Background: an optimization exercise with open tools, aiming at small area, a short achievable clock period and few clock cycles. Do not read the settings as production practice. RTL that was checked went through simulation tests only; none was proved equivalent to the original. Power and IR drop assume default switching activity.

Setup of rev 12:
==> flow/design.v <==
module fbp_framer_rx (
    input  wire        clk,
    input  wire        rst,
    input  wire        in_valid,
    input  wire [7:0]  in_data,
    output wire        in_ready,
    output reg         ev_valid,
    output reg  [1:0]  ev_kind,
    output reg  [4:0]  ev_type,
    output reg  [10:0] ev_id,
    output reg  [15:0] ev_meta,
    output reg  [7:0]  ev_len,
    output reg         pl_valid,
    output reg  [7:0]  pl_data,
    output reg         pl_last,
    output reg         busy,
    output reg  [31:0] stat_ignored,
    output reg  [31:0] stat_resync
);
    localparam integer M  = 16;          
    localparam integer K  = 17;          
    localparam integer L  = M * K;       
    localparam integer QD = 4;           
    localparam [2:0] S_SOF1  = 3'd0,
                     S_SOF2  = 3'd1,
                     S_FTYPE = 3'd2,
                     S_DHDR  = 3'd3,
                     S_STORE = 3'd4;
    localparam [1:0] EV_DATA  = 2'd1,
                     EV_LINK  = 2'd2,
                     EV_ERROR = 2'd3;
    localparam [31:0] CRC_RESIDUE = 32'hDEBB20E3;
    function [8:0] padd(input [8:0] x, input [3:0] k);
        reg [9:0] s;
        begin
            s = {1'b0, x} + {6'd0, k};
            padd = (s >= L) ? s - L : s[8:0];
        end
    endfunction
    function [8:0] psub(input [8:0] a, input [8:0] b);
        reg [9:0] s;
        begin
            s = {1'b0, a} - {1'b0, b};
            psub = s[9] ? s + L : s[8:0];
        end
    endfunction
    function [4:0] tapidx(input [8:0] a, input [8:0] t);
        reg [5:0] d;
        begin
            d = {1'b0, a[8:4]} - {1'b0, t[8:4]};
            tapidx = d[5] ? d[4:0] + K : d[4:0];
        end
    endfunction
    function [7:0] lencrc(input [7:0] x);
        reg [7:0] c;
        integer i;
        begin
            c = x;
            for (i = 0; i < 8; i = i + 1)
                c = c[7] ? ((c << 1) ^ 8'hD7) : (c << 1);
            lencrc = c;
        end
    endfunction
    function [31:0] crc32_byte(input [31:0] c_in, input [7:0] d);
        reg [31:0] c;
        integer i;
        begin
            c = c_in ^ {24'd0, d};
            for (i = 0; i < 8; i = i + 1)
                c = c[0] ? ((c >> 1) ^ 32'hEDB88320) : (c >> 1);
            crc32_byte = c;
        end
    endfunction
    function is_link_type(input [4:0] t);
        is_link_type = (t == 5'h0F) || (t == 5'h17) || (t == 5'h1B) ||
                       (t == 5'h1D) || (t == 5'h1E);
    endfunction
    reg  [8*L-1:0] ring;
    reg  [8:0]     tn;           
    reg  [7:0]     in_q;
    reg            vq;
    reg            rdy;
    reg  [8:0]     wp;
    reg  [4:0]     wtap;         
    assign in_ready = rdy;
    wire [8*L-1:0] ring_rot = {ring[7:0], ring[8*L-1:8]};
    integer j;
    reg [8*L-1:0] ring_nx;
    always @* begin
        ring_nx = ring_rot;
        for (j = 0; j < K; j = j + 1)
            if (vq && wtap == j)
                ring_nx[8*((j*M + L - 1) % L) +: 8] = in_q;
    end
    always @(posedge clk)
        ring <= ring_nx;
    function [7:0] tap_rd(input [4:0] t);
        integer k;
        begin
            tap_rd = 8'd0;
            for (k = 0; k < K; k = k + 1)
                if (t == k) tap_rd = ring[8*(k*M) +: 8];
        end
    endfunction
    reg [8:0]  fa;           
    reg        fal;          
    reg [4:0]  ftap;         
    reg        byp;          
    reg [8:0]  rp;           
    reg [7:0]  rb;
    reg        rbv;
    reg [2:0]  state;
    reg [8:0]  sp2;          
    reg [3:0]  n;            
    reg [8:0]  rem;          
    reg        last;         
    reg        is_sync;
    reg [31:0] crc;
    reg        crc_ok;
    reg [1:0]  ign_d;
    reg        err_d;
    reg        d_act;
    reg        dal;
    reg [4:0]  dtap;
    reg [8:0]  d_a;
    reg [7:0]  d_cnt;
    reg        dz;           
    reg [8:0]  q_s [0:QD-1];
    reg [7:0]  q_l [0:QD-1];
    reg [1:0]  q_wr, q_rd;
    reg [2:0]  q_n;
    reg [8:0]  tail_r;
    reg        space_ok;
    reg        rst_q;        
    reg        is_data;      
    reg [7:0]  lc_exp;       
    wire b55 = (rb == 8'h55);
    wire b00 = (rb == 8'h00);
    wire [4:0] bt = rb[7:3];
    wire q_full = q_n[2];
    wire stall = rbv && state == S_STORE && last && is_data && q_full;
    wire cons  = rbv && !stall;
    reg [2:0] nx_state;
    reg       nx_sp;             
    reg       do_err, do_jump, do_disp;
    reg [1:0] ign;
    always @* begin
        nx_state = state;
        nx_sp    = 1'b0;
        do_err   = 1'b0;
        do_jump  = 1'b0;
        do_disp  = 1'b0;
        ign      = 2'd0;
        case (state)
            S_SOF1: begin
                if (b55) begin
                    nx_sp = 1'b1; nx_state = S_SOF2;
                end else begin
                    do_err = 1'b1; ign = 2'd1;
                end
            end
            S_SOF2: begin
                if (b00) nx_state = S_FTYPE;
                else if (b55) begin ign = 2'd1; nx_sp = 1'b1; end
                else begin do_err = 1'b1; ign = 2'd2; nx_state = S_SOF1; end
            end
            S_FTYPE: begin
                if (bt == 5'd0) nx_state = S_DHDR;
                else if (is_link_type(bt)) nx_state = S_STORE;
                else begin
                    do_err = 1'b1;
                    if (b55) begin ign = 2'd2; nx_sp = 1'b1; nx_state = S_SOF2; end
                    else begin ign = 2'd3; nx_state = S_SOF1; end
                end
            end
            S_DHDR: begin
                if (n == 4'd5) begin
                    if (rb != lc_exp) begin
                        do_err = 1'b1; ign = 2'd2; do_jump = 1'b1; nx_state = S_SOF1;
                    end else nx_state = S_STORE;
                end
            end
            default: begin
                if (last) begin
                    if (b55 && crc_ok) begin
                        do_disp = 1'b1; nx_sp = 1'b1; nx_state = S_SOF2;
                    end else begin
                        do_err = 1'b1; ign = 2'd2; do_jump = 1'b1; nx_state = S_SOF1;
                    end
                end
            end
        endcase
    end
    wire [7:0] f_tap   = tap_rd(ftap);
    wire       f_ok    = byp ? vq : fal;
    wire       f_load  = (!rbv || cons) && f_ok;
    wire       jump    = cons && do_jump;
    wire       f_take  = f_load && !jump;
    wire [8:0] fa1     = padd(fa, 4'd1);
    wire [7:0] d_tap   = tap_rd(dtap);
    wire       d_rd    = d_act && dal;
    wire       d_done  = d_rd && dz;
    wire       d_free  = !d_act || d_done;
    wire       q_push  = cons && do_disp && is_data;
    wire       q_pop   = d_free && q_n != 3'd0;
    wire [8:0] q_head  = q_s[q_rd];
    wire [8:0] cand_tail = (state == S_DHDR || state == S_STORE) ? sp2 : rp;
    wire [8:0] tail = d_act ? d_a : (q_n != 3'd0) ? q_head : cand_tail;
    wire       acc    = in_valid && rdy;
    wire [3:0] al0    = wp[3:0] + {3'd0, vq} - tn[3:0] - 4'd1;
    wire [3:0] al1    = wp[3:0] + {3'd0, vq} - tn[3:0];
    wire [8:0] wp1    = padd(wp, 4'd1);
    always @(posedge clk)
        rst_q <= rst;
    always @(posedge clk) begin
        begin
            tn   <= padd(tn, 4'd1);
            in_q <= in_data;
            vq   <= acc;
            if (vq) wp <= wp1;
            if (!vq) wtap <= tapidx(wp, tn);
            rdy  <= !rst && space_ok && (acc ? (al1 == 4'd0) : (al0 == 4'd0));
            tail_r   <= tail;
            space_ok <= (psub(wp, tail_r) <= L - 6);
            if (f_load) rb <= byp ? in_q : f_tap;
            rbv <= jump ? 1'b0 : f_take ? 1'b1 : cons ? 1'b0 : rbv;
            if (jump) begin
                fa   <= sp2;
                rp   <= sp2;
                fal  <= (sp2[3:0] == tn[3:0]);
                ftap <= tapidx(sp2, tn);
                byp  <= 1'b0;
            end else if (f_take) begin
                fa   <= fa1;
                rp   <= fa;
                byp  <= vq ? byp : (fa1 == wp);
            end else begin
                fal  <= (fa[3:0] == tn[3:0]);
                ftap <= tapidx(fa, tn);
                byp  <= vq ? 1'b0 : byp;
            end
            stat_ignored <= stat_ignored + {30'd0, ign_d};
            stat_resync  <= stat_resync + {31'd0, err_d};
            ign_d <= 2'd0;
            err_d <= 1'b0;
            ev_valid <= 1'b0;
            ev_kind  <= (cons && do_err) ? EV_ERROR : is_data ? EV_DATA : EV_LINK;
            if (cons) begin
                state <= nx_state;
                if (nx_sp) sp2 <= padd(rp, 4'd2);
                n     <= (n == 4'd8) ? n : n + 4'd1;
                if (nx_state == S_SOF2 || nx_state == S_SOF1) n <= 4'd1;
                if (state == S_SOF2 && b00) n <= 4'd2;
                rem  <= rem - 9'd1;
                last <= (rem == 9'd2);
                if (state == S_FTYPE) begin
                    is_data     <= (rb[7:3] == 5'd0);
                    ev_type     <= rb[7:3];
                    ev_id[10:8] <= rb[2:0];
                    crc   <= crc32_byte(32'hFFFFFFFF, rb);
                    rem   <= 9'd6;
                    last  <= 1'b0;
                end else begin
                    crc <= crc32_byte(crc, rb);
                end
                crc_ok <= (crc32_byte(crc, rb) == CRC_RESIDUE);
                if (n == 4'd3) ev_id[7:0] <= rb;
                if (n == 4'd4 && state == S_DHDR) begin
                    ev_len <= rb;
                    lc_exp <= lencrc(rb);
                    rem    <= {1'b0, rb} + 9'd9;
                    last   <= 1'b0;
                end
                if (n == 4'd6) ev_meta[7:0]  <= rb;
                if (n == 4'd7) ev_meta[15:8] <= rb;
                ign_d <= ign;
                if (do_err && is_sync) begin
                    is_sync  <= 1'b0;
                    err_d    <= 1'b1;
                    ev_valid <= !rst;
                end
                if (do_disp) begin
                    is_sync  <= 1'b1;
                    ev_valid <= !rst;
                end
            end
            pl_valid <= d_rd && !rst;
            pl_data  <= d_tap;
            pl_last  <= dz;
            if (q_pop) begin
                d_act <= 1'b1;
                d_a   <= q_head;
                d_cnt <= q_l[q_rd];
                dz    <= (q_l[q_rd] == 8'd0);
                dal   <= (q_head[3:0] == tn[3:0]);
                dtap  <= tapidx(q_head, tn);
                q_rd  <= q_rd + 2'd1;
            end else begin
                if (d_done) d_act <= 1'b0;
                if (d_rd) begin
                    d_a   <= padd(d_a, 4'd1);
                    d_cnt <= d_cnt - 8'd1;
                    dz    <= (d_cnt == 8'd1);
                end else begin
                    dal  <= (d_a[3:0] == tn[3:0]);
                    dtap <= tapidx(d_a, tn);
                end
            end
            q_n <= q_n + {2'd0, q_push} - {2'd0, q_pop};
            if (q_push) begin
                q_s[q_wr] <= padd(sp2, 4'd6);
                q_l[q_wr] <= ev_len;
                q_wr      <= q_wr + 2'd1;
            end
            busy <= rst || acc || rbv || f_ok || !byp || vq || (q_n != 3'd0) ||
                    (d_act && !d_done);
        end
        if (rst_q) begin
            tn           <= 9'd1;
            vq           <= 1'b0;
            rdy          <= 1'b0;
            wp           <= 9'd0;
            fa           <= 9'd0;
            fal          <= 1'b0;
            byp          <= 1'b1;
            rp           <= 9'd0;
            rbv          <= 1'b0;
            state        <= S_SOF1;
            is_sync      <= 1'b1;
            ign_d        <= 2'd0;
            err_d        <= 1'b0;
            d_act        <= 1'b0;
            q_n          <= 3'd0;
            q_wr         <= 2'd0;
            q_rd         <= 2'd0;
            space_ok     <= 1'b0;
            tail_r       <= 9'd0;
            ev_valid     <= 1'b0;
            pl_valid     <= 1'b0;
            busy         <= 1'b0;
            stat_ignored <= 32'd0;
            stat_resync  <= 32'd0;
        end
    end
endmodule
Settings: LEC_CHECK=0, CAP_MARGIN=20, CORE_MARGIN=2, CORE_UTILIZATION=50, PLACE_DENSITY=0.65, SLEW_MARGIN=20; clock period 12.0 ns.
standard.sh (not shown) runs the stock make flow with config.mk's settings and CLKGATE_MAP_FILE= SYNTH_SCRIPT=/design/flow/synth_recipe.tcl, a recipe that flattens the netlist after the stock synthesis.
==> flow/flow/run.sh <==
#!/bin/bash
# Standard layout, with the setup repair aiming at a tighter slack than the clock needs
# and a clock tree built from larger sink clusters without dummy loads.
set -euo pipefail
export SETUP_SLACK_MARGIN=8.6
export CTS_ARGS="-sink_clustering_enable -repair_clock_nets -sink_clustering_size 35 -sink_clustering_max_diameter 60 -buf_list {sky130_fd_sc_hd__clkbuf_8 sky130_fd_sc_hd__clkbuf_16} -dont_use_dummy_load"
bash standard.sh > standard_flow.log 2>&1
Rev 12 ran to completion and came out clean on the timing, DRC and antenna checks.
The following lists how rev 13 was set up differently from rev 12:
--- a/flow/design.v
+++ b/flow/design.v
@@ -133,6 +133,10 @@
     reg        space_ok;
     reg        rst_q;        
     reg        is_data;      
+    reg [4:0]  h_type;       
+    reg [10:0] h_id;
+    reg [15:0] h_meta;
+    reg [7:0]  h_len;
     reg [7:0]  lc_exp;       
     wire b55 = (rb == 8'h55);
     wire b00 = (rb == 8'h00);
@@ -244,6 +248,10 @@
             ign_d <= 2'd0;
             err_d <= 1'b0;
             ev_valid <= 1'b0;
+            ev_type  <= h_type;
+            ev_id    <= h_id;
+            ev_meta  <= h_meta;
+            ev_len   <= h_len;
             ev_kind  <= (cons && do_err) ? EV_ERROR : is_data ? EV_DATA : EV_LINK;
             if (cons) begin
                 state <= nx_state;
@@ -255,8 +263,8 @@
                 last <= (rem == 9'd2);
                 if (state == S_FTYPE) begin
                     is_data     <= (rb[7:3] == 5'd0);
-                    ev_type     <= rb[7:3];
-                    ev_id[10:8] <= rb[2:0];
+                    h_type      <= rb[7:3];
+                    h_id[10:8]  <= rb[2:0];
                     crc   <= crc32_byte(32'hFFFFFFFF, rb);
                     rem   <= 9'd6;
                     last  <= 1'b0;
@@ -264,15 +272,15 @@
                     crc <= crc32_byte(crc, rb);
                 end
                 crc_ok <= (crc32_byte(crc, rb) == CRC_RESIDUE);
-                if (n == 4'd3) ev_id[7:0] <= rb;
+                if (n == 4'd3) h_id[7:0] <= rb;
                 if (n == 4'd4 && state == S_DHDR) begin
-                    ev_len <= rb;
+                    h_len  <= rb;
                     lc_exp <= lencrc(rb);
                     rem    <= {1'b0, rb} + 9'd9;
                     last   <= 1'b0;
                 end
-                if (n == 4'd6) ev_meta[7:0]  <= rb;
-                if (n == 4'd7) ev_meta[15:8] <= rb;
+                if (n == 4'd6) h_meta[7:0]  <= rb;
+                if (n == 4'd7) h_meta[15:8] <= rb;
                 ign_d <= ign;
                 if (do_err && is_sync) begin
                     is_sync  <= 1'b0;
@@ -309,7 +317,7 @@
             q_n <= q_n + {2'd0, q_push} - {2'd0, q_pop};
             if (q_push) begin
                 q_s[q_wr] <= padd(sp2, 4'd6);
-                q_l[q_wr] <= ev_len;
+                q_l[q_wr] <= h_len;
                 q_wr      <= q_wr + 2'd1;
             end
             busy <= rst || acc || rbv || f_ok || !byp || vq || (q_n != 3'd0) ||
### Flow results
Rev 13 did not stop at any stage, and its layout met the timing, DRC and antenna checks.
Of rev 12 and rev 13, rev 13 shows the lower distinct cell type count of the synthesized netlist, with rev 12 above it.
The number of buffers inserted to repair setup after CTS of rev 13 falls short of that of rev 12 by 2.
Setup slack: rev 13 more than rev 12
The global-route wire length before repair number comes out higher for rev 13 vs rev 12.
Rev 13 vs rev 12, cell with the largest stage delay on the worst path: dfxtp_4 vs edfxtp_1
Between rev 12 and rev 13, the flow reports final non-filler cell area increasing slightly.
Rev 13 vs rev 12 on post-synthesis average cell area: rev 13 is the lower one.
Clock period minus final worst setup slack, rev 12 and rev 13, higher one = rev 12.
There was hardly any difference in core utilization between rev 12 and rev 13.
| sequential cell count | rev 13 vs rev 12 | 40 higher |
The met3 usage in global routing of rev 12 and that of rev 13 are within noise of each other.
[compare] base=rev 12 new=rev 13: die boundary width grew by about 0.5%, routed wire length increased about 4.5%, power increased about 1%, sequential share of layout area increased by 0.34 points relative to the old numbers.
Testbench counts of rev 13, summed over its fixed seeds: cycles 42,455.
The RTL of rev 12 was laid out without a check of its function.

re-timing with driven ports:
How much do the figures lean on ideal ports? The routed layouts below were timed once more, with nothing changed but the port constraints.
Step 1 (the two cells are an assumption about what drives the block):
set clk [get_ports {clk}]
set_driving_cell -lib_cell sky130_fd_sc_hd__clkbuf_16 $clk
set_driving_cell -lib_cell sky130_fd_sc_hd__buf_2 [delete_from_list [all_inputs] $clk]
Step 2 adds t to the input delays and takes it off the output delays; t is the mean of the earliest and latest rising clock arrival at the registers after step 1. Input paths then give back, and output paths get back, about the clock's delay inside the block.
a / b / c = ideal / step 1 / step 2; a / b = the first two.
run	t, ns	setup slack, ns	worst hold slack (ns)	latest minus earliest clock arrival (ns)	worst register clock-pin slew, ns
rev 12	0.816	8.260 / 8.186 / 8.001	0.248 / 0.248 / 0.248	0.107 / 0.107	0.12 / 0.12
rev 13	0.815	8.372 / 8.295 / 8.111	0.221 / 0.221 / 0.221	0.107 / 0.107	0.12 / 0.12
After both steps every run listed still meets setup and hold. For rev 13, which loses most, drivers alone change the setup slack by -0.077 ns; drivers and shift together by -0.261 ns.
